Context: an optimization exercise on an open-source flow, tuned for small area, a short achievable clock period and few clock cycles per item. The choices shown serve that exercise and are no tape-out recipe.
Where RTL was checked, it was by simulation tests only, not by an equivalence proof against the original.
Only the layout flow was run in runs 1 and 2; the RTL was not checked for function there.
Power figures rest on the tool's default switching activity, not on a simulated workload.

--- flow/flow/run.sh ---
#!/bin/bash
# The standard layout, with the port buffers made from a small buffer cell
# instead of the delay buffer buffer_ports picks by default, and a clock tree
# of larger sink clusters without dummy loads.
set -euo pipefail
bash standard.sh 'BUFFER_PORTS_ARGS=-buffer_cell sky130_fd_sc_hd__buf_1' \
  'CTS_ARGS=-sink_clustering_enable -repair_clock_nets -dont_use_dummy_load -sink_clustering_size 30' \
  finish > standard_flow.log 2>&1
--- flow/config.mk ---
export PLATFORM = sky130hd
export DESIGN_NAME = frame_cipher
export DESIGN_NICKNAME = frame_cipher
export VERILOG_FILES = /design/flow/design.v
export SDC_FILE = /design/flow/constraint.sdc
export NUM_CORES = 4
export LEC_CHECK = 0
export CAP_MARGIN = 20
export CORE_MARGIN = 2
export CORE_UTILIZATION = 40
export SETUP_SLACK_MARGIN = 3.4
export SLEW_MARGIN = 20
--- flow/standard.sh ---
#!/bin/bash
# synth_recipe.tcl (not shown) runs the flow's synth.tcl, then flattens the netlist and writes it again
# the make line also repeats each setting of config.mk as NAME=value (left out here)
make -C /OpenROAD-flow-scripts/flow DESIGN_CONFIG=/design/flow/config.mk WORK_HOME=/design/flow/orfs CLKGATE_MAP_FILE= SYNTH_SCRIPT=/design/flow/synth_recipe.tcl "${@:-finish}"
--- flow/design.v ---
module frame_cipher (
    input  wire        clk,
    input  wire        rst,           
    input  wire        in_valid,
    output wire        in_ready,
    input  wire [63:0] in_raw,
    input  wire [3:0]  in_len,
    output reg         out_valid,
    output wire [1:0]  out_status,    
    output reg         out_bypass,
    output reg         out_marker_ok,
    output wire        out_sum_ok,
    output wire        out_accept,
    output reg  [63:0] out_d,
    output wire [7:0]  out_opcode,
    output wire [15:0] out_value,
    output wire [1:0]  out_kind
);
    localparam [63:0] KEY    = 64'hC4C6C092_4023DC96;    
    localparam [63:0] SUBC   = 64'h844756D6_07939356;    
    localparam [7:0]  MARKER = 8'h0D;
    function [2:0] perm;
        input [2:0] j;
        case (j)
            3'd0: perm = 3'd2;
            3'd1: perm = 3'd4;
            3'd2: perm = 3'd0;
            3'd3: perm = 3'd7;
            3'd4: perm = 3'd1;
            3'd5: perm = 3'd6;
            3'd6: perm = 3'd5;
            default: perm = 3'd3;
        endcase
    endfunction
    function [7:0] lane;
        input [63:0] w;
        input [2:0]  i;
        lane = w[63 - 8*i -: 8];
    endfunction
    reg [63:0] t1;
    integer j;
    always @(*) begin
        for (j = 0; j < 8; j = j + 1)
            t1[63 - 8*j -: 8] = lane(in_raw, perm(j[2:0])) ^ lane(KEY, j[2:0]);
    end
    wire [63:0] t2 = {t1[2:0], t1[63:3]};
    reg [63:0] t3;
    integer i;
    always @(*) begin
        for (i = 0; i < 8; i = i + 1)
            t3[63 - 8*i -: 8] = lane(t2, i[2:0]) - lane(SUBC, i[2:0]);
    end
    wire        bypass = (lane(in_raw, 3'd4) == MARKER);
    wire [63:0] d      = bypass ? in_raw : t3;
    wire marker_ok = bypass | (lane(t2, 3'd4) == 8'h14);
    function [7:0] sum_bits;
        input [7:0] a, b, c, d, k;
        reg   [7:0] s1, c1, x, y, m, cin;
        integer n;
        begin
            s1 = a ^ b ^ c;
            c1 = {(a[6:0] & b[6:0]) | (a[6:0] & c[6:0]) | (b[6:0] & c[6:0]), 1'b0};
            x  = s1 ^ c1 ^ ~d;
            y  = {(s1[6:0] & c1[6:0]) | (s1[6:0] & ~d[6:0]) | (c1[6:0] & ~d[6:0]), 1'b0};
            m  = k - 8'd1;
            cin[0] = 1'b0;
            for (n = 1; n < 8; n = n + 1)
                cin[n] = (x[n-1] ^ y[n-1]) ? ~m[n-1] : (x[n-1] & y[n-1]);
            sum_bits = ~(x ^ y ^ m ^ cin);
        end
    endfunction
    wire [7:0] sum_bits_plain = sum_bits(lane(in_raw, 3'd0), lane(in_raw, 3'd1),
                                         lane(in_raw, 3'd2), lane(in_raw, 3'd3), 8'h00);
    wire [7:0] sum_bits_dec   = sum_bits(lane(t2, 3'd0), lane(t2, 3'd1),
                                         lane(t2, 3'd2), lane(t2, 3'd3), 8'h4B);
    wire [7:0] sum_bits_sel   = bypass ? sum_bits_plain : sum_bits_dec;
    wire [3:0] sum_pairs = sum_bits_sel[7:4] & sum_bits_sel[3:0];
    wire len_ok = (in_len == 4'd8);
    assign in_ready = 1'b1;
    always @(posedge clk) begin
        if (rst)
            out_valid <= 1'b0;
        else
            out_valid <= in_valid;
    end
    reg       len_ok_q;
    reg [3:0] sum_pairs_q;
    always @(posedge clk) begin
        len_ok_q      <= len_ok;
        out_bypass    <= bypass;
        out_marker_ok <= marker_ok;
        sum_pairs_q   <= sum_pairs;
        out_d         <= d;
    end
    assign out_sum_ok = &sum_pairs_q;
    assign out_accept = out_marker_ok & out_sum_ok;
    assign out_status = {~len_ok_q, len_ok_q & ~out_accept};
    assign out_opcode = out_d[63:56];
    assign out_value  = out_d[55:40];
    reg [1:0] kind;
    always @(*) begin
        case (out_opcode)
            8'h42:   kind = 2'd0;
            8'h50:   kind = 2'd1;
            8'h41:   kind = 2'd2;
            default: kind = 2'd3;
        endcase
    end
    assign out_kind = kind;
endmodule
--- flow/constraint.sdc ---
create_clock -name core_clock -period 6.0 [get_ports {clk}]
set_input_delay 1.2000 -clock core_clock [delete_from_list [all_inputs] [get_ports {clk}]]
set_output_delay 1.2000 -clock core_clock [all_outputs]
set_load 0.01 [all_outputs]
==> results of run 1 <==
==> what timing repair did <==
item,in CTS,in global routing
hold buffers,0,0
pin swaps,28,17
gates resized for setup,72,16
setup buffers,4,3
setup endpoints to repair,45,12
==> routing by layer <==
metal,vias to the layer above,part of all wire,global-route usage
li1,1738,-,-
met1,1692,0.43,0.265
met2,157,0.48,0.357
met3,16,0.080,0.0564
met4,0,0.013,0.0649
met5,-,0,0
==> power by group through the flow <==
stage | clock network, µW | logic, µW | registers [µW]
after floorplan | 0 | 231 | 580
after global placement | 0 | 371 | 561
after detailed placement | 0 | 374 | 562
after CTS | 302 | 410 | 552
after global routing | 322 | 468 | 556
final | 295 | 417 | 551
==> state kept, by name, summed over array words and instances, names as in the netlist <==
| name | count |
|---|---|
| out_marker_ok | 1 |
| len_ok_q | 1 |
| out_bypass | 1 |
| sum_pairs_q | 4 |
| out_valid | 1 |
| out_d | 64 |
==> cell families (layout without fill, tap and decap cells) <==
kind of cell | Yosys count | in the layout
xor+xnor | 58 | 58
buf+inv | 67 | 213
compound gates | 79 | 79
other cells | 1 | 1
simple gates | 127 | 127
flops | 72 | 72
fa+ha+maj | 49 | 49
==> worst max-delay path, delay by kind of cell <==
kind	cells	cell delay (ns)
AO/OA/AOI/OAI	1	0.22
XOR/XNOR	3	0.49
adder cells (fa/ha/maj)	3	1.18
buffers and inverters	2	0.14
==> cell usage in the layout (no fill, tap or decap), types with 5 or more instances in the layout <==
cell type,Yosys,final
o31ai_1,8,8
inv_1,28,25
buf_1,0,137
buf_4,30,11
buf_6,1,12
xor2_1,25,24
o21ai_0,22,22
ha_1,23,17
nand2b_1,5,5
nand3_1,6,6
fa_1,26,26
buf_2,1,11
nor3_1,5,5
nor2_1,29,29
xnor2_1,33,31
dfxtp_1,72,72
o21ai_1,8,8
a21oi_1,27,27
nand2_1,57,57
clkbuf_8,0,9
==> path summary, 6_finish.rpt <==
kind,startpoint,to,slack [ns]
min,rst,out_valid,1.0
max,in_raw[25],sum_pairs_q[3],3.01
==> area by class of cell <==
type,count,area [µm²]
Sequential cell,72,1440
Multi-Input combinational cell,314,2460
Timing Repair Buffer,175,857
Tap cell,136,170
Inverter,29,126
Fill cell,1007,5100
Clock buffer,9,124
==> stage by stage <==
stage / area (µm²) / instances / total power [µW] / hold slack (ns)
floorplan: 4210 / 453 / 811 / 1.26
global placement: 4750 / 719 / 932 / 1.36
detailed placement: 4750 / 719 / 936 / 1.37
CTS: 5100 / 732 / 1260 / 0.986
global route: 5180 / 735 / 1350 / 0.985
finish: 5180 / 735 / 1260 / 0.996
==> flow_summary_export.csv, run 1 <==
group,metric,value,unit
sta,setup_tns,0,ns
clock_network,path_clk_slew,0.08,ns
setup_path,slowest_stage,"fa_1",
yosys,synth_area,0.00420,mm²
global_routing,antenna_found_initial,0,
sta,hold_viol_final,0,
power,netSwitchingPower,406,µW
die,core,0.0103,mm²
sta,slew_violations,0,
sta,setup_viol,0,
yosys,yosys_warnings,1,
sta,fin_crit_sh,0.499,
yosys,synth_top_family_by_area,"adder cells",
clock_network,cts_max_level,3,
yosys,postSynth.asyncResetShare,0,
clock_network,cts_tree,"yes",
setup_path,critPathMaxFanout,6,
die,io_pins,169,
worst_hold_path,hold-path-cell-count,2,
sta,fmax,334,MHz
die,dieArea,0.0113,mm²
detailed_routing,vias,3603,
yosys,ys.flop_type,"dfxtp_1",
clock_network,clk_path_buf_depth,2,
yosys,yosys.cell_count.top_type,"dfxtp_1",
power,p_sw_frac,0.321,
power,combPwrFrac,0.330,
finish,antenna_cells,0,
global_routing,grt_overflow,0,
yosys,synth-compound-area-share,0.110,
placed_design,numPortBuffers,167,
sta,setup_ws,3.01,ns
worst_hold_path,hold_path.class,"primary input to flop",
yosys,syn_avg_cell_area,9.26,µm²
yosys,ys_top_cells_by_count,"dfxtp_1, nand2_1, xnor2_1",
detailed_routing,routed_via_density,4.90,
yosys,synth_nets,573,
yosys,yosysUniqueCellTypes,46,
placed_design,post-place-ws,2.34,ns
clock_network,cts_made_buffers,9,
setup_path,slowest_delay,0.56,ns
yosys,yosysTopAreaCellShare,0.343,
global_routing,grt_util_all_layers,0.212,
die,die_h,106,µm
yosys,yosys.area.top_type,"dfxtp_1",
setup_path,critPathRequiredTime,6.25,ns
global_routing,grt_pass1_vias,3512,
detailed_routing,totalWireLength,11.5,mm
yosys,synth_simple_gate_area_share,0.143,
detailed_routing,avgRoutedWirePerCell,15.7,µm
flow_run,drv_cap,0,
setup_path,startpoint_type,"primary input",
yosys,synth.area.mux_share,0,
finish,drive_gt1_frac,0.114,
global_routing,grt_pass1_wl,18.1,mm
power,internal-power,857,µW
sta,tightest_slew,0.522,ns
yosys,synth_edf_count,0,
placed_design,gp_congestion,0.852,
setup_path,cp_data_arrival_time,3.24,ns
clock_network,clock-sinks,72,
yosys,yosys-top-cells-area,"dfxtp_1, fa_1, xnor2_1",
power,p_per_area,244,mW/mm²
setup_path,path_cells,"buf_6 > inv_8 > fa_1 > fa_1 > ha_2 > xor2_2 > xnor2_1 > xnor2_1 > o32ai_1",
finish,postLayoutCoreUtil,0.504,
sta,slew_headroom,0.652,
sta,rsz0062_at_grt,"true",
die,dieWidth,106,µm
finish,nets,721,
die,rows,37,
power,power.share.clock,0.234,
detailed_routing,dr.first_iter.drc_count,107,
yosys,synthCells,453,
global_routing,grt_max_degree,76,
power,peakVddDrop,0.110,mV
setup_path,critPathCaptureType,"flop",
yosys,ys_ff_latch,72,
power,leakage,0.00215,µW
die,initial_core_util,0.408,
yosys,synthAdderAreaFrac,0.193,
yosys,synth-seq-area-share,0.343,
clock_network,root_buffer,"clkbuf_8",
placed_design,place.detailed.hpwl,9.09,mm
detailed_routing,drt_pass1_iterations,4,
status,outcome,"finished clean",
sta,period_minus_slack,2.99,ns
yosys,synthXorXnorAreaFrac,0.121,
detailed_routing,drc,0,
detailed_routing,ant_nets,0,
power,p_seq_frac,0.436,
setup_path,worst-setup-path-type,"primary input to flop",
finish,syn2layout_area_growth,23.4,%
==> inputs of run 2 (changes only) <==
--- a/flow/design.v
+++ b/flow/design.v
@@ -73,8 +73,8 @@
                                          lane(in_raw, 3'd2), lane(in_raw, 3'd3), 8'h00);
     wire [7:0] sum_bits_dec   = sum_bits(lane(t2, 3'd0), lane(t2, 3'd1),
                                          lane(t2, 3'd2), lane(t2, 3'd3), 8'h4B);
-    wire [7:0] sum_bits_sel   = bypass ? sum_bits_plain : sum_bits_dec;
-    wire [3:0] sum_pairs = sum_bits_sel[7:4] & sum_bits_sel[3:0];
+    wire [3:0] sum_pairs_plain = sum_bits_plain[7:4] & sum_bits_plain[3:0];
+    wire [3:0] sum_pairs_dec   = sum_bits_dec[7:4] & sum_bits_dec[3:0];
     wire len_ok = (in_len == 4'd8);
     assign in_ready = 1'b1;
     always @(posedge clk) begin
@@ -84,15 +84,16 @@
             out_valid <= in_valid;
     end
     reg       len_ok_q;
-    reg [3:0] sum_pairs_q;
+    reg [3:0] sum_plain_q, sum_dec_q;
     always @(posedge clk) begin
         len_ok_q      <= len_ok;
         out_bypass    <= bypass;
         out_marker_ok <= marker_ok;
-        sum_pairs_q   <= sum_pairs;
+        sum_plain_q   <= sum_pairs_plain;
+        sum_dec_q     <= sum_pairs_dec;
         out_d         <= d;
     end
-    assign out_sum_ok = &sum_pairs_q;
+    assign out_sum_ok = out_bypass ? &sum_plain_q : &sum_dec_q;
     assign out_accept = out_marker_ok & out_sum_ok;
     assign out_status = {~len_ok_q, len_ok_q & ~out_accept};
     assign out_opcode = out_d[63:56];
==> flow_summary_export.csv, run 2 <==
group,metric,value,unit
status,outcome,"finished clean",
yosys,syn_avg_cell_area,9.27,µm²
setup_path,path_depth,9,
sta,setup_ws,3.14,ns
yosys,synth-seq-area-share,0.356,
clock_network,cts_made_buffers,9,
detailed_routing,ant_nets,0,
placed_design,post_dp_cell_area,0.00481,mm²
finish,regMostFlops,"out_d",
detailed_routing,drc,0,
power,leakage,0.00220,µW
detailed_routing,totalWireLength,12.1,mm
sta,slew_headroom,0.509,
placed_design,post-place-ws,2.13,ns
clock_network,postCtsHoldBufs,0,
global_routing,grt_overflow,0,
finish,largest_register_ffs,64,
finish,final_common_cell,"buf_1",
die,initial_core_util,0.412,
yosys,synth_edf_count,0,
clock_network,clk_path_buf_depth,2,
die,dieWidth,107,µm
setup_path,critPathMaxFanout,2,
die,core,0.0104,mm²
sta,period_minus_slack,2.86,ns
worst_hold_path,hold-path-cell-count,2,
detailed_routing,drt_pass1_iterations,5,
setup_path,cp_num_buf_inv,2,
setup_path,startpoint_type,"primary input",
sta,setup_viol,0,
yosys,yosys_warnings,1,
detailed_routing,routed_via_density,4.90,
finish,antenna_cells,0,
yosys,ys.flop_type,"dfxtp_1",
yosys,synth_nets,581,
setup_path,cpLargestDelayFamily,"adder cells",
power,peakVddDrop,0.107,mV
sta,hold_viol_final,0,
placed_design,numPortBuffers,167,
sta,setup_tns,0,ns
global_routing,grt_pass1_wl,18.1,mm
clock_network,cts_max_level,3,
sta,rsz0062_at_grt,"true",
setup_path,critPathCaptureType,"flop",
yosys,ys_top_cells_by_count,"dfxtp_1, nand2_1, nor2_1",
flow_run,drv_cap,0,
yosys,postSynth.asyncResetShare,0,
global_routing,antenna_found_initial,0,
detailed_routing,avgRoutedWirePerCell,16.2,µm
power,p_per_area,246,mW/mm²
die,dieArea,0.0115,mm²
finish,syn2layout_area_growth,24.9,%
die,die_h,107,µm
detailed_routing,vias,3656,
worst_hold_path,hold_path.class,"primary input to flop",
sta,slew_violations,0,
global_routing,grt_max_degree,66,
global_routing,grt_pass1_vias,3491,
clock_network,path_clk_slew,0.07,ns
placed_design,place.detailed.hpwl,9.20,mm
setup_path,path_cells,"buf_12 > inv_8 > fa_1 > fa_1 > ha_4 > xor2_2 > xnor2_2 > xnor2_1 > nor2_1",
yosys,ys_ff_latch,76,
setup_path,crit_top_cell,"fa_1",
finish,postLayoutCoreUtil,0.515,
clock_network,clock-sinks,76,
yosys,synth_area,0.00427,mm²
finish,reg_top3,"out_d: 64 flops, sum_dec_q: 4 flops, sum_plain_q: 4 flops",
sta,fmax,350,MHz
clock_network,cts_tree,"yes",
sta,tightest_slew,0.726,ns
setup_path,worst-setup-path-type,"primary input to flop",
yosys,yosys-top-cells-area,"dfxtp_1, fa_1, xnor2_1",
detailed_routing,dr.first_iter.drc_count,116,
setup_path,slowest_stage,"fa_1",
finish,nets,732,
die,rows,37,
die,io_pins,169,
yosys,yosys.cell_count.top_type,"dfxtp_1",
sta,fin_crit_sh,0.476,
yosys,yosysTopAreaCellShare,0.356,
clock_network,root_buffer,"clkbuf_8",
finish,drive_gt1_frac,0.131,
finish,mostFrequentLayoutCells,"buf_1, dfxtp_1, nand2_1, nor2_1, xnor2_1",
yosys,yosys.area.top_type,"dfxtp_1",
finish,fin_area,0.00534,mm²
yosys,yosysUniqueCellTypes,45,
setup_path,critPathRequiredTime,6.23,ns
yosys,synthCells,461,
power,finalPower,1310,µW
global_routing,grt_util_all_layers,0.209,
setup_path,cp_data_arrival_time,3.09,ns
placed_design,gp_congestion,0.831,
setup_path,slowest_delay,0.54,ns
[run 2: cell type report]
class                   count  area [µm²]
clock buffers               9         124
fillers                  1016        5030
inverters                  31         158
multi-input cells         317        2470
flip-flops and latches     76        1520
well taps                 136         170
repair buffers            177         896
[run 2: final timing paths]
check | startpoint | end | slack (ns)
max | in_raw[25] | sum_dec_q[3] | 3.14
min | in_len[2] | len_ok_q | 1.01
[run 2: metal layers]
metal	part of all wire	global-route usage
met2	0.46	0.332
met1	0.43	0.270
met4	0.024	0.0824
met5	0	0
met3	0.087	0.0581
[run 2: report_power, final]
| group | switching [µW] | internal, µW |
|---|---|---|
| registers | 23.2 | 571 |
| clock network | 166 | 134 |
| logic | 224 | 194 |
| total | 414 | 899 |
[run 2: timing repair]
item                                    in CTS  in global routing
endpoints found under the setup margin      50                 42
pin swaps                                   31                 19
gates cloned                                 0                  2
resized for setup                           77                 28
setup buffers                                5                  5
[run 2: logic make-up after synthesis]
| family | after synthesis | synth area share |
|---|---|---|
| flip-flops | 76 | 0.356 |
| multiplexers | 1 | 0.00234 |
| AND/OR/NAND/NOR | 129 | 0.137 |
| adder cells (fa/ha/maj) | 49 | 0.189 |
| XOR/XNOR | 57 | 0.117 |
| other | 1 | 0.000878 |
| buffers and inverters | 70 | 0.0911 |
| AO/OA/AOI/OAI | 78 | 0.107 |
[run 2: through the flow]
stage                     hold slack, ns  cells
final                               1.01    746
after global routing                1.02    746
after CTS                          0.995    739
after detailed placement            1.37    725
after global placement              1.35    725
after floorplan                     1.26    461
==> inputs of run 3 (changes only) <==
--- a/flow/design.v
+++ b/flow/design.v
@@ -73,8 +73,6 @@
                                          lane(in_raw, 3'd2), lane(in_raw, 3'd3), 8'h00);
     wire [7:0] sum_bits_dec   = sum_bits(lane(t2, 3'd0), lane(t2, 3'd1),
                                          lane(t2, 3'd2), lane(t2, 3'd3), 8'h4B);
-    wire [3:0] sum_pairs_plain = sum_bits_plain[7:4] & sum_bits_plain[3:0];
-    wire [3:0] sum_pairs_dec   = sum_bits_dec[7:4] & sum_bits_dec[3:0];
     wire len_ok = (in_len == 4'd8);
     assign in_ready = 1'b1;
     always @(posedge clk) begin
@@ -84,13 +82,13 @@
             out_valid <= in_valid;
     end
     reg       len_ok_q;
-    reg [3:0] sum_plain_q, sum_dec_q;
+    reg [7:0] sum_plain_q, sum_dec_q;
     always @(posedge clk) begin
         len_ok_q      <= len_ok;
         out_bypass    <= bypass;
         out_marker_ok <= marker_ok;
-        sum_plain_q   <= sum_pairs_plain;
-        sum_dec_q     <= sum_pairs_dec;
+        sum_plain_q   <= sum_bits_plain;
+        sum_dec_q     <= sum_bits_dec;
         out_d         <= d;
     end
     assign out_sum_ok = out_bypass ? &sum_plain_q : &sum_dec_q;
--- a/flow/config.mk
+++ b/flow/config.mk
@@ -7,6 +7,6 @@
 export LEC_CHECK = 0
 export CAP_MARGIN = 20
 export CORE_MARGIN = 2
-export CORE_UTILIZATION = 40
+export CORE_UTILIZATION = 65
 export SETUP_SLACK_MARGIN = 3.4
 export SLEW_MARGIN = 20
==> flow_summary_export.csv, run 3 <==
group,metric,value,unit
yosys,yosys.cell_count.top_type,"dfxtp_1",
detailed_routing,drt_pass1_iterations,4,
sta,rsz0062_at_grt,"true",
die,initial_core_util,0.662,
setup_path,critPathMaxFanout,2,
finish,drive_gt1_frac,0.131,
sta,hold_viol_final,0,
sta,slew_violations,0,
yosys,synthCells,467,
detailed_routing,drc,0,
detailed_routing,vias,3673,
setup_path,cp_data_arrival_time,3.03,ns
yosys,synth_edf_count,0,
clock_network,cts_max_level,3,
setup_path,critPathRequiredTime,6.21,ns
yosys,ys_ff_latch,84,
clock_network,clk_path_buf_depth,2,
global_routing,grt_util_all_layers,0.300,
setup_path,startpoint_type,"primary input",
yosys,syn_avg_cell_area,9.48,µm²
detailed_routing,ant_nets,0,
finish,antenna_cells,0,
die,die_h,86.5,µm
yosys,yosysTopAreaCellShare,0.380,
yosys,ys_top_cells_by_count,"dfxtp_1, nand2_1, xnor2_1",
finish,fin_area,0.00534,mm²
flow_run,drv_cap,0,
die,io_pins,169,
power,leakage,0.00223,µW
yosys,synth_area,0.00443,mm²
sta,setup_tns,0,ns
sta,fin_crit_sh,0.470,
finish,final_common_cell,"buf_1",
yosys,synth-seq-area-share,0.380,
global_routing,grt_overflow,0,
setup_path,path_cells,"buf_8 > clkinvlp_4 > fa_1 > fa_1 > ha_4 > xnor2_2 > xnor2_1 > xnor2_1",
detailed_routing,avgRoutedWirePerCell,15.8,µm
placed_design,place.detailed.hpwl,8.52,mm
yosys,yosys-top-cells-area,"dfxtp_1, fa_1, xnor2_1",
finish,largest_register_ffs,64,
detailed_routing,m1WireLength,4.46,mm
die,rows,30,
global_routing,antenna_found_initial,0,
yosys,yosysUniqueCellTypes,44,
detailed_routing,routed_via_density,5.31,
finish,mostFrequentLayoutCells,"buf_1, dfxtp_1, nand2_1, xnor2_1, o21ai_0",
finish,final_cells,692,
setup_path,slowest_delay,0.57,ns
placed_design,numPortBuffers,167,
detailed_routing,met3_length,741,µm
clock_network,path_clk_slew,0.09,ns
yosys,yosys_warnings,1,
detailed_routing,wl_met2,5.44,mm
setup_path,slowest_stage,"fa_1",
detailed_routing,totalWireLength,10.9,mm
yosys,ys.flop_type,"dfxtp_1",
finish,regMostFlops,"out_d",
placed_design,post_dp_cell_area,0.00492,mm²
yosys,yosys.area.top_type,"dfxtp_1",
power,peakVddDrop,0.165,mV
die,core,0.00668,mm²
sta,setup_viol,0,
global_routing,grt_pass1_wl,16.9,mm
die,dieArea,0.00748,mm²
finish,syn2layout_area_growth,20.8,%
global_routing,grt_max_degree,68,
finish,reg_top3,"out_d: 64 flops, sum_dec_q: 8 flops, sum_plain_q: 8 flops",
worst_hold_path,hold_path.class,"primary input to flop",
status,outcome,"finished clean",
die,dieWidth,86.5,µm
clock_network,clock-sinks,84,
detailed_routing,dr.first_iter.drc_count,185,
yosys,synth_nets,587,
detailed_routing,highest_layer,"met4",
sta,fmax,355,MHz
power,p_per_area,264,mW/mm²
finish,nets,734,
clock_network,cts_tree,"yes",
placed_design,place_inst,676,
clock_network,root_buffer,"clkbuf_8",
sta,period_minus_slack,2.82,ns
setup_path,critPathCaptureType,"flop",
clock_network,postCtsHoldBufs,0,
global_routing,grt_pass1_vias,3415,
yosys,postSynth.asyncResetShare,0,
placed_design,gp_congestion,0.916,
setup_path,worst-setup-path-type,"primary input to flop",
clock_network,cts_made_buffers,9,
run 3: changes by cell type in the layout (fill, tap and decap cells not counted), moves of 4 or more:
cell / before / now
dfxtp_2: 1 / 5
ha_4: 2 / 6
dfxtp_1: 75 / 79
nor2_1: 35 / 29
buf_2: 10 / 15
run 3: final timing paths:
kind | from | end | slack, ns | depth (start not counted)
max | in_raw[33] | sum_dec_q[7] | 3.18 | 8
min | rst | out_valid | 1.01 | 2
run 3: power by group:
part	switching (µW)	leakage, µW	internal, µW
Combinational	221	0.00146	198
Clock	171	0.0000647	134
Sequential	31.5	0.000708	656
Total	423	0.00223	989
run 3: repair_timing:
item / 4_1_cts / 5_1_grt
setup buffers: 2 / 5
gates resized for setup: 52 / 36
endpoints found under the setup margin: 51 / 15
pin swaps: 18 / 22
run 3: routing by layer:
layer	vias to the layer above	track usage
met5	-	0
met4	0	0.111
met3	22	0.0495
met2	164	0.512
met1	1710	0.384
li1	1777	-
run 3: worst max-delay path: cells and delay by family:
kind | cells | cell delay [ns]
adder cells (fa/ha/maj) | 3 | 1.24
XOR/XNOR | 3 | 0.42
buffers and inverters | 2 | 0.17
run 3: cell type report:
type | count | area, µm²
well taps | 80 | 100
repair buffers | 175 | 816
flip-flops and latches | 84 | 1690
clock buffers | 9 | 124
multi-input cells | 313 | 2490
fillers | 463 | 1340
inverters | 31 | 128
run 3: through the flow:
stage | util | total power (µW) | hold slack (ns) | worst slack, ns
after floorplan | - | 945 | 1.26 | 3.10
after global placement | 0.737 | 1050 | 1.35 | 2.80
after detailed placement | 0.737 | 1060 | 1.36 | 2.77
after CTS | 0.777 | 1390 | 0.986 | 3.23
after global routing | 0.800 | 1490 | 1.01 | 3.12
final | 0.800 | 1410 | 1.01 | 3.18
run 3: kinds of logic after synthesis:
| family | after synthesis | share of synthesized area |
|---|---|---|
| other | 1 | 0.000847 |
| AO/OA/AOI/OAI | 79 | 0.103 |
| adder cells (fa/ha/maj) | 49 | 0.183 |
| buffers and inverters | 70 | 0.0876 |
| XOR/XNOR | 57 | 0.113 |
| AND/OR/NAND/NOR | 127 | 0.133 |
| flip-flops | 84 | 0.380 |
Testbench counts of run 3, summed over its fixed seeds: cycles 12,008, items 12,000.
==> inputs of run 4 (changes only) <==
--- a/flow/config.mk
+++ b/flow/config.mk
@@ -7,6 +7,6 @@
 export LEC_CHECK = 0
 export CAP_MARGIN = 20
 export CORE_MARGIN = 2
-export CORE_UTILIZATION = 65
+export CORE_UTILIZATION = 40
 export SETUP_SLACK_MARGIN = 3.4
 export SLEW_MARGIN = 20
==> flow_summary_export.csv, run 4 <==
group,metric,value,unit
clock_network,cts_made_buffers,9,
global_routing,met3_usage,0.0604,
power,p_per_area,260,mW/mm²
finish,largest_register_ffs,64,
yosys,ys_ff_latch,84,
setup_path,critPathCaptureType,"flop",
setup_path,startpoint_type,"primary input",
sta,hold_viol_final,0,
yosys,synth_nets,587,
yosys,yosys_warnings,1,
sta,setup_tns,0,ns
yosys,synth-seq-area-share,0.380,
die,core,0.0108,mm²
yosys,yosysTopAreaCellShare,0.380,
finish,antenna_cells,0,
yosys,yosysUniqueCellTypes,44,
detailed_routing,drt_pass1_iterations,4,
clock_network,path_clk_slew,0.07,ns
finish,final_common_cell,"buf_1",
detailed_routing,avgRoutedWirePerCell,16.0,µm
sta,setup_viol,0,
sta,fin_crit_sh,0.457,
yosys,synth_area,0.00443,mm²
global_routing,grt_overflow,0,
global_routing,grt_pass1_wl,18.1,mm
clock_network,cts_tree,"yes",
global_routing,grt_pass1_vias,3544,
yosys,yosys.cell_count.top_type,"dfxtp_1",
die,dieArea,0.0119,mm²
sta,tightest_slew,0.521,ns
placed_design,gp_congestion,0.860,
placed_design,numPortBuffers,167,
global_routing,antenna_found_initial,0,
finish,syn2layout_area_growth,20.5,%
clock_network,root_buffer,"clkbuf_8",
global_routing,grt_busiest_layer,"met2",
finish,mostFrequentLayoutCells,"buf_1, dfxtp_1, nand2_1, xnor2_1, o21ai_0",
setup_path,cp_data_arrival_time,2.98,ns
global_routing,grt_use_met2,0.322,
clock_network,clk_path_buf_depth,2,
finish,nets,732,
yosys,postSynth.asyncResetShare,0,
global_routing,grt_max_degree,68,
finish,reg_top3,"out_d: 64 flops, sum_dec_q: 8 flops, sum_plain_q: 8 flops",
detailed_routing,totalWireLength,12.0,mm
sta,slew_violations,0,
detailed_routing,routed_via_density,4.86,
die,initial_core_util,0.408,
detailed_routing,ant_nets,0,
placed_design,post_dp_cell_area,0.00499,mm²
die,io_pins,169,
yosys,synth_edf_count,0,
setup_path,worst-setup-path-type,"primary input to flop",
finish,regMostFlops,"out_d",
finish,drive_gt1_frac,0.113,
sta,period_minus_slack,2.74,ns
detailed_routing,drc,0,
worst_hold_path,min_from,"rst",
die,dieWidth,109,µm
finish,fin_area,0.00533,mm²
setup_path,critPathRequiredTime,6.23,ns
placed_design,place.detailed.hpwl,9.25,mm
yosys,ys_top_cells_by_count,"dfxtp_1, nand2_1, xnor2_1",
power,peakVddDrop,0.110,mV
yosys,yosys.area.top_type,"dfxtp_1",
setup_path,crit_path_start,"in_raw[25]",
yosys,yosys-top-cells-area,"dfxtp_1, fa_1, xnor2_1",
global_routing,use_met1,0.269,
clock_network,clock-sinks,84,
die,die_h,109,µm
die,rows,38,
detailed_routing,dr.first_iter.drc_count,118,
flow_run,drv_cap,0,
setup_path,critPathMaxFanout,6,
power,leakage,0.00219,µW
sta,fmax,365,MHz
sta,slew_headroom,0.653,
status,outcome,"finished clean",
clock_network,cts_max_level,3,
global_routing,grt_util_all_layers,0.205,
yosys,synthCells,467,
sta,rsz0062_at_grt,"true",
yosys,syn_avg_cell_area,9.48,µm²
worst_hold_path,hold_path.class,"primary input to flop",
detailed_routing,vias,3645,
yosys,ys.flop_type,"dfxtp_1",
==> run 4: layer usage <==
layer,vias up,routed length (µm)
met5,-,0
met4,0,212
met3,15,900
met2,154,5570
met1,1694,5340
li1,1782,-
==> run 4: logic make-up after synthesis <==
kind of cell / count (synthesis) / share of synthesized area
buffers and inverters: 70 / 0.0876
AND/OR/NAND/NOR: 127 / 0.133
XOR/XNOR: 57 / 0.113
other: 1 / 0.000847
flip-flops: 84 / 0.380
AO/OA/AOI/OAI: 79 / 0.103
adder cells (fa/ha/maj): 49 / 0.183
==> run 4: layout make-up <==
cell class / count / area (µm²)
flip-flops and latches: 84 / 1690
multi-input cells: 315 / 2470
inverters: 31 / 146
clock buffers: 9 / 124
fillers: 1083 / 5510
well taps: 140 / 175
repair buffers: 171 / 733
==> run 4: power breakdown <==
part / internal [µW] / switching (µW) / total, µW
sequential: 655 / 32.4 / 688
clock: 134 / 170 / 304
combinational: 180 / 214 / 394
total: 969 / 416 / 1390
==> run 4: worst max-delay path: stages <==
cell,delay [ns]
buf_2,0.13
inv_1,0.07
fa_1,0.55
fa_1,0.42
ha_2,0.20
xnor2_2,0.13
xnor2_1,0.14
xnor2_1,0.12
==> run 4: repair_timing <==
item / 4_1_cts / 5_1_grt
setup endpoints to repair: 80 / 13
pin swaps: 12 / 15
gates resized for setup: 42 / 19
cloned: 1 / 1
setup buffers: 2 / 2
hold buffers: 0 / 0
==> run 4: through the flow <==
stage | total power [µW] | instances | worst slack, ns | hold WS [ns] | utilization
floorplan | 945 | 467 | 3.10 | 1.26 | -
global placement | 1060 | 735 | 2.11 | 1.36 | 0.460
detailed placement | 1070 | 735 | 2.00 | 1.36 | 0.460
CTS | 1390 | 747 | 3.27 | 0.988 | 0.484
global route | 1480 | 750 | 3.16 | 0.996 | 0.492
finish | 1390 | 750 | 3.26 | 1.00 | 0.492
==> run 4: final timing paths <==
kind,slack (ns),to,cells after the start
setup / recovery,3.26,sum_dec_q[7],8
hold / removal,1.00,out_valid,2
==> inputs of run 5 (changes only) <==
--- a/flow/config.mk
+++ b/flow/config.mk
@@ -8,5 +8,5 @@
 export CAP_MARGIN = 20
 export CORE_MARGIN = 2
 export CORE_UTILIZATION = 40
-export SETUP_SLACK_MARGIN = 3.4
+export SETUP_SLACK_MARGIN = 3.0
 export SLEW_MARGIN = 20
==> flow_summary_export.csv, run 5 <==
group,metric,value,unit
global_routing,grt_util_all_layers,0.201,
worst_hold_path,hold_path.class,"primary input to flop",
finish,antenna_cells,0,
sta,setup_viol,0,
global_routing,grt_max_degree,68,
finish,nFillCells,1092,
yosys,synthAdderAreaFrac,0.183,
yosys,synth_edf_count,0,
power,finalPower,1360,µW
global_routing,grt_pass1_wl,17.6,mm
placed_design,gp_congestion,0.951,
power,p_per_area,267,mW/mm²
power,leakage,0.00207,µW
setup_path,critPathRequiredTime,6.24,ns
global_routing,grt_busiest_layer,"met2",
yosys,synthCells,467,
power,power.share.clock,0.232,
sta,period_minus_slack,2.89,ns
die,die_h,109,µm
sta,slew_headroom,0.609,
finish,nets,727,
die,initial_core_util,0.408,
finish,regMostFlops,"out_d",
global_routing,grt_use_met2,0.324,
detailed_routing,ant_nets,0,
placed_design,place.detailed.hpwl,9.26,mm
status,outcome,"finished clean",
detailed_routing,vias,3548,
clock_network,root_buffer,"clkbuf_8",
yosys,synth_area,0.00443,mm²
setup_path,critPathMaxFanout,5,
detailed_routing,routed_via_density,4.76,
yosys,synth-compound-area-share,0.103,
setup_path,cp_data_arrival_time,3.13,ns
sta,fin_crit_sh,0.481,
global_routing,use_met1,0.254,
yosys,synth-seq-area-share,0.380,
die,rows,38,
sta,hold_viol_final,0,
finish,final_common_cell,"buf_1",
yosys,synth.area.mux_share,0,
yosys,yosysUniqueCellTypes,44,
placed_design,numPortBuffers,167,
global_routing,grt_overflow,0,
detailed_routing,drc,0,
clock_network,cts_made_buffers,9,
global_routing,met3_usage,0.0538,
yosys,ys_top_cells_by_count,"dfxtp_1, nand2_1, xnor2_1",
yosys,yosys.area.top_type,"dfxtp_1",
clock_network,cts_max_level,3,
detailed_routing,totalWireLength,11.7,mm
yosys,synthXorXnorAreaFrac,0.113,
detailed_routing,avgRoutedWirePerCell,15.6,µm
clock_network,clk_path_buf_depth,2,
yosys,syn_avg_cell_area,9.48,µm²
yosys,synth_top_family_by_area,"adder cells",
die,dieWidth,109,µm
finish,largest_register_ffs,64,
yosys,yosys.cell_count.top_type,"dfxtp_1",
clock_network,clock-sinks,84,
finish,mostFrequentLayoutCells,"buf_1, dfxtp_1, nand2_1, xnor2_1, o21ai_0",
sta,fmax,346,MHz
yosys,ys_ff_latch,84,
yosys,postSynth.asyncResetShare,0,
clock_network,cts_setup_buffers,0,
sta,tightest_slew,0.587,ns
detailed_routing,dr.first_iter.drc_count,157,
yosys,synth_simple_gate_area_share,0.133,
power,internal-power,944,µW
global_routing,grt_pass1_vias,3468,
die,core,0.0108,mm²
yosys,ys.flop_type,"dfxtp_1",
clock_network,postCtsHoldBufs,0,
finish,final_cells,745,
yosys,yosys-top-cells-area,"dfxtp_1, fa_1, xnor2_1",
setup_path,startpoint_type,"primary input",
power,netSwitchingPower,419,µW
sta,slew_violations,0,
clock_network,path_clk_slew,0.07,ns
die,dieArea,0.0119,mm²
power,peakVddDrop,0.100,mV
placed_design,place_inst,736,
clock_network,cts_tree,"yes",
power,p_sw_frac,0.307,
flow_run,drv_cap,0,
global_routing,antenna_found_initial,0,
power,combPwrFrac,0.265,
finish,drive_gt1_frac,0.0347,
clock_network,cts_resized,0,
yosys,synth_nets,587,
yosys,yosys_warnings,1,
finish,syn2layout_area_growth,15.2,%
sta,rsz0062_at_grt,"false",
finish,reg_top3,"out_d: 64 flops, sum_dec_q: 8 flops, sum_plain_q: 8 flops",
power,p_seq_frac,0.503,
setup_path,critPathCaptureType,"flop",
yosys,yosysTopAreaCellShare,0.380,
die,io_pins,169,
detailed_routing,drt_pass1_iterations,4,
setup_path,worst-setup-path-type,"primary input to flop",
sta,setup_tns,0,ns
==> run 5: changes by cell type in the layout (fill, tap and decap cells not counted), sizes merged <==
cell      change
buf           +1
clkbuf        -4
clkinv        -1
inv           +2
clkinvlp      -1
or2           -2
==> run 5: cell families (layout without fill, tap and decap cells) <==
group	Yosys count	after routing
xor gates and xnor gates	57	57
DFF	84	84
AOI/OAI and AO/OA	79	79
buffers and inverters	70	208
adders and majority gates	49	49
other	1	1
and+or+nand+nor	127	127
==> run 5: final cells by class <==
| class | count | area, µm² | share of cell area |
|---|---|---|---|
| well taps | 140 | 175 | 0.0344 |
| flip-flops and latches | 84 | 1680 | 0.330 |
| repair buffers | 168 | 637 | 0.125 |
| clock buffers | 9 | 124 | 0.0243 |
| inverters | 31 | 119 | 0.0233 |
| multi-input cells | 313 | 2360 | 0.463 |
==> run 5: metal layers <==
| metal | up-vias | wire length (µm) |
|---|---|---|
| li1 | 1761 | - |
| met1 | 1605 | 4930 |
| met2 | 164 | 5370 |
| met3 | 18 | 1070 |
| met4 | 0 | 289 |
| met5 | - | 0 |
==> run 5: critical path, cell delays in order <==
cell,delay (ns)
buf_1,0.30
fa_1,0.49
fa_1,0.49
ha_1,0.22
xnor2_1,0.18
xnor2_1,0.16
xnor2_1,0.09
==> run 5: per-stage QoR <==
stage	utilization	cell area [µm²]	hold WS [ns]	worst slack, ns
5_1_grt	0.470	5100	0.996	3.01
4_1_cts	0.469	5090	0.994	3.07
2_1_floorplan	-	4430	1.26	3.03
6_report	0.470	5100	1.01	3.11
3_3_place_gp	0.458	4960	1.35	2.74
3_5_place_dp	0.458	4960	1.37	2.71
==> run 5: power groups by stage <==
stage | registers [µW] | logic, µW | clock network, µW
after CTS | 686 | 366 | 327
after floorplan | 711 | 227 | 0
after global routing | 694 | 411 | 350
final | 686 | 361 | 316
after global placement | 695 | 357 | 0
after detailed placement | 697 | 363 | 0
==> run 5: final timing paths <==
kind	slack (ns)	endpoint	cells past startpoint	start
hold / removal	1.01	out_valid	2	rst
setup / recovery	3.11	sum_plain_q[7]	7	in_raw[46]

port drivers added, routing unchanged:
The results above use ideal ports. As a check the final layouts listed here were re-extracted and re-timed, cells and wires unchanged.
Step 1, drivers: a clkbuf_16 drives clk and a buf_2 each remaining input, both assumed.
Step 2 also shifts input and output timing later by t, the mid clock arrival at the registers, as if the neighbouring blocks saw the same clock.
a / b / c = no drivers / after step 1 / after step 2; a / b = the first two.
run | t (ns) | slack for setup (ns) | worst setup path after step 2 | slew at the worst register clock pin (ns)
run 1 | 0.366 | 3.008 / 2.993 / 2.627 | input to register | 0.08 / 0.08
run 2 | 0.360 | 3.143 / 3.106 / 2.746 | input to register | 0.08 / 0.08
run 3 | 0.368 | 3.179 / 3.155 / 2.787 | input to register | 0.09 / 0.09
run 4 | 0.377 | 3.258 / 3.260 / 2.883 | input to register | 0.08 / 0.08
run 5 | 0.381 | 3.113 / 3.122 / 2.741 | input to register | 0.09 / 0.09
After both steps setup and hold are still met in every run listed. For run 2, which loses most, drivers alone change the setup slack by -0.037 ns; drivers and shift together by -0.397 ns.
